Source: an optimization exercise on an open RTL-to-GDS flow (aim: small area). Production flows keep margins and buffers that such runs may drop. Where RTL was checked, it was by simulation tests only, not by an equivalence proof against the original. Power and IR drop assume default switching activity.

oak:
==> flow/design.v <==
module ringbuf_vga (
    input  wire          clk,
    input  wire          rst,
    input  wire          rx_valid,
    input  wire [7:0]    rx_data,
    input  wire          rx_last,
    input  wire          line_tick,
    input  wire          frame_tick,
    input  wire          poll_tick,
    input  wire          gl_valid,
    input  wire [15:0]   gl_row,
    output reg           gl_done,
    output reg           gl_ok,
    output reg           tx_valid,
    output wire [7:0]    tx_byte,
    output reg           scan_valid,
    output wire [191:0]  scan_data,
    output wire [2:0]    avail_lines,
    output wire [15:0]   frame_count,
    output wire [15:0]   rx_count,
    output wire [15:0]   proc_count
);
    reg [159:0] line0, line1, line2, line3, line4, line5;   
    reg [159:0] line_buf;      
    reg [2:0]   rc;            
    reg [2:0]   wl;            
    reg [2:0]   al;            
    reg [4:0]   ab;            
    reg         receiving;     
    reg [15:0]  received;
    reg [13:0]  proc_q;        
    reg [15:0]  frame_counter;
    reg [15:0]  scanline;
    reg [15:0]  last_row;
    reg         last_none;
    reg         in_block;
    wire       s_hi0   = (scanline[15:7] == 9'd0);
    wire [6:0] s_lo    = scanline[6:0];
    wire       visible = s_hi0 && (s_lo >= 7'd5) && (s_lo < 7'd95);
    wire [6:0] s_off   = s_lo - 7'd5;
    wire [4:0] tick_row = s_off / 7'd3;    
    wire        fetch_req = (line_tick && visible) || gl_valid;
    wire [15:0] fetch_row = gl_valid ? gl_row : {11'd0, tick_row};
    wire        fetch_new = fetch_req && (last_none || (last_row != fetch_row));
    wire        fetch_ok  = fetch_new && (al != 3'd0);
    wire [2:0]  al_c = fetch_ok ? al - 3'd1 : al;
    wire flow_check = fetch_ok || poll_tick;
    wire req_emit   = flow_check && ((al_c[2:1] == 2'b00) || (al_c == 3'd2 && ab == 5'd0));
    wire rx_cmd  = rx_valid && !in_block && rx_last;
    wire rx_pay  = rx_valid && !rx_cmd;
    wire do_sof  = rx_cmd && (rx_data == 8'h05);
    wire do_data = rx_cmd && (rx_data == 8'h01);
    wire do_end  = rx_cmd && (rx_data == 8'h02);
    wire flush   = do_sof || do_end || (do_data && !receiving);
    wire wr_en   = rx_pay && receiving && (al_c != 3'd6);
    wire ab_wrap = (ab == 5'd19);
    wire [5:0] line_we;
    assign line_we[0] = wr_en && (wl == 3'd0);
    assign line_we[1] = wr_en && (wl == 3'd1);
    assign line_we[2] = wr_en && (wl == 3'd2);
    assign line_we[3] = wr_en && (wl == 3'd3);
    assign line_we[4] = wr_en && (wl == 3'd4);
    assign line_we[5] = wr_en && (wl == 3'd5);
    wire [959:0] st_q = {line5, line4, line3, line2, line1, line0};
    wire [959:0] st_d;
    genvar l, b;
    generate
        for (l = 0; l < 6; l = l + 1) begin : g_line
            wire         we  = line_we[l];
            wire         wen = !line_we[l];
            wire [159:0] sh  = {rx_data, st_q[160*l + 8 +: 152]};
            for (b = 0; b < 160; b = b + 1) begin : g_bit
                ringbuf_vga_wbit u_wb (
                    .d   (sh[b]),
                    .q   (st_q[160*l + b]),
                    .we  (we),
                    .wen (wen),
                    .y   (st_d[160*l + b]));
            end
        end
    endgenerate
    always @(posedge clk)
        {line5, line4, line3, line2, line1, line0} <= st_d;
    wire [5:0] rsel;
    assign rsel[0] = !rst && fetch_ok && (rc == 3'd0);
    assign rsel[1] = !rst && fetch_ok && (rc == 3'd1);
    assign rsel[2] = !rst && fetch_ok && (rc == 3'd2);
    assign rsel[3] = !rst && fetch_ok && (rc == 3'd3);
    assign rsel[4] = !rst && fetch_ok && (rc == 3'd4);
    assign rsel[5] = !rst && fetch_ok && (rc == 3'd5);
    wire hold = !rst && !fetch_ok;
    wire [159:0] line_buf_d;
    generate
        for (b = 0; b < 160; b = b + 1) begin : g_lb
            ringbuf_vga_sel7 u_sel (
                .s ({hold, rsel}),
                .d ({line_buf[b], line5[b], line4[b], line3[b], line2[b], line1[b], line0[b]}),
                .y (line_buf_d[b]));
        end
    endgenerate
    always @(posedge clk)
        line_buf <= line_buf_d;
    always @(posedge clk) begin
        if (rst) begin
            rc            <= 3'd0;
            wl            <= 3'd0;
            al            <= 3'd0;
            ab            <= 5'd0;
            receiving     <= 1'b0;
            received      <= 16'd0;
            proc_q        <= 14'd0;
            frame_counter <= 16'd0;
            scanline      <= 16'd0;
            last_row      <= 16'd0;
            last_none     <= 1'b1;
            in_block      <= 1'b0;
        end else begin
            if (rx_valid)
                in_block <= !rx_last;
            if (frame_tick)
                scanline <= 16'd0;
            else if (line_tick)
                scanline <= scanline + 16'd1;
            if (fetch_req)
                last_row <= fetch_row;
            if (frame_tick)
                last_none <= 1'b1;
            else if (fetch_req)
                last_none <= 1'b0;
            if (flush) begin
                rc       <= 3'd0;
                wl       <= 3'd0;
                al       <= 3'd0;
                ab       <= 5'd0;
                received <= 16'd0;
                proc_q   <= 14'd0;
            end else begin
                if (fetch_ok) begin
                    rc     <= (rc == 3'd5) ? 3'd0 : rc + 3'd1;
                    proc_q <= proc_q + 14'd5;
                end
                if (wr_en) begin
                    ab       <= ab_wrap ? 5'd0 : ab + 5'd1;
                    received <= received + 16'd1;
                    if (ab_wrap)
                        wl <= (wl == 3'd5) ? 3'd0 : wl + 3'd1;
                end
                al <= al_c + {2'b00, wr_en && ab_wrap};
            end
            if (do_sof || do_data)
                receiving <= 1'b1;
            else if (do_end)
                receiving <= 1'b0;
            if (do_end && receiving)
                frame_counter <= frame_counter + 16'd1;
        end
    end
    always @(posedge clk) begin
        if (rst) begin
            gl_done    <= 1'b0;
            gl_ok      <= 1'b0;
            tx_valid   <= 1'b0;
            scan_valid <= 1'b0;
        end else begin
            gl_done    <= gl_valid;
            gl_ok      <= gl_valid && fetch_ok;
            tx_valid   <= req_emit;
            scan_valid <= line_tick && visible;
        end
    end
    assign tx_byte     = 8'h03;
    assign scan_data   = {16'd0, line_buf, 16'd0};
    assign avail_lines = al;
    assign frame_count = frame_counter;
    assign rx_count    = received;
    assign proc_count  = {proc_q, 2'b00};
endmodule
module ringbuf_vga_sel7 (
    input  wire [6:0] s,
    input  wire [6:0] d,
    output wire       y
);
    wire n_lo, n_hi;
    ringbuf_vga_aoi3 u_lo (.s(s[2:0]), .d(d[2:0]), .y(n_lo));
    ringbuf_vga_aoi3 u_hi (.s(s[5:3]), .d(d[5:3]), .y(n_hi));
    assign y = ~(n_lo & n_hi & ~(s[6] & d[6]));
endmodule
module ringbuf_vga_aoi3 (
    input  wire [2:0] s,
    input  wire [2:0] d,
    output wire       y
);
    assign y = ~|(s & d);
endmodule
module ringbuf_vga_wbit (
    input  wire d,
    input  wire q,
    input  wire we,
    input  wire wen,
    output wire y
);
    assign y = (d & we) | (q & wen);
endmodule
clock: 12.0 ns
lec_check: 0
cap_margin: 20
core_margin: 2
core_utilization: 55
slew_margin: 20
synth_hierarchical: 1
standard.sh (not shown) runs the stock make flow with config.mk's settings and CLKGATE_MAP_FILE= SYNTH_SCRIPT=/design/flow/synth_recipe.tcl, a recipe that flattens the netlist after the stock synthesis.
==> flow/flow/run.sh <==
#!/bin/bash
set -e
export BUFFER_PORTS_ARGS="-buffer_cell sky130_fd_sc_hd__buf_1"
export CTS_ARGS="-sink_clustering_enable -repair_clock_nets -dont_use_dummy_load -buf_list sky130_fd_sc_hd__clkbuf_4 -sink_clustering_size 8 -sink_clustering_max_diameter 40"
bash standard.sh > standard.log 2>&1
Inputs modified between oak and pine:
-- flow/design.v --
<<< oak, line 55
    wire wr_en   = rx_pay && receiving && (al_c != 3'd6);
    wire ab_wrap = (ab == 5'd19);
    wire [5:0] line_we;
    assign line_we[0] = wr_en && (wl == 3'd0);
>>> pine, line 55
    wire wr_en   = rx_pay && receiving && (al_c != 3'd6);
    wire ab_wrap = (ab == 5'd19);
    reg [19:0] col_sel;
    integer k;
    always @* begin
        for (k = 0; k < 20; k = k + 1)
            col_sel[k] = (ab == k);
    end
    wire [5:0] line_we;
    assign line_we[0] = wr_en && (wl == 3'd0);
<<< oak, line 64
    wire [959:0] st_q = {line5, line4, line3, line2, line1, line0};
    wire [959:0] st_d;
    genvar l, b;
    generate
        for (l = 0; l < 6; l = l + 1) begin : g_line
            wire         we  = line_we[l];
            wire         wen = !line_we[l];
            wire [159:0] sh  = {rx_data, st_q[160*l + 8 +: 152]};
            for (b = 0; b < 160; b = b + 1) begin : g_bit
                ringbuf_vga_wbit u_wb (
                    .d   (sh[b]),
                    .q   (st_q[160*l + b]),
                    .we  (we),
                    .wen (wen),
                    .y   (st_d[160*l + b]));
            end
        end
>>> pine, line 70
    wire [959:0] st_q = {line5, line4, line3, line2, line1, line0};
    wire [959:0] st_d;
    genvar c, l, b;
    generate
        for (l = 0; l < 6; l = l + 1) begin : g_line
            for (c = 0; c < 20; c = c + 1) begin : g_col
                wire we = line_we[l] && col_sel[c];
                wire wen = !we;
                for (b = 0; b < 8; b = b + 1) begin : g_bit
                    ringbuf_vga_wbit u_wb (
                        .d   (rx_data[b]),
                        .q   (st_q[160*l + 8*c + b]),
                        .we  (we),
                        .wen (wen),
                        .y   (st_d[160*l + 8*c + b]));
                end
            end
        end
### Flow results
Status: insertion delay of the later-clocked pin in the worst-skew pair parity (oak, pine)
Compared to oak, pine has final layout net count about 6% higher.
In the metrics for oak and pine, the one carrying the higher power density relative to cell area is oak.
Share of flip-flops with an asynchronous set or reset after synthesis came out exactly the same in oak and pine.
The proportion of power drawn by the clock network on oak is in line with that on pine.
Higher total chip power goes to pine over oak.
oak has a lower hold slack than pine.
Function not checked in oak: the RTL went through the layout flow alone.

[static timing again, ports no longer ideal]
The results above use ideal ports. As a check the final layouts listed here were re-extracted and re-timed, cells and wires unchanged.
Step 1, drivers: a clkbuf_16 drives clk and a buf_2 each remaining input, both assumed.
Step 2 times the ports against the registers' clock, not the clock port: input delays grow and output delays shrink by t, the midpoint of the rising clock arrivals with the driver on.
a / b / c = ideal / step 1 / step 2; a / b = the first two.
run | shift t [ns] | setup WS [ns] | slew at the worst register clock pin (ns) | pins driven straight from the clock port
oak | 1.047 | 4.101 / 4.101 / 3.826 | 0.09 / 0.09 | 1
pine | 1.084 | 4.372 / 4.372 / 3.437 | 0.10 / 0.10 | 1
After both steps setup and hold are still met in every run listed. For pine, which loses most, drivers alone change the setup slack by 0.000 ns; drivers and shift together by -0.935 ns.
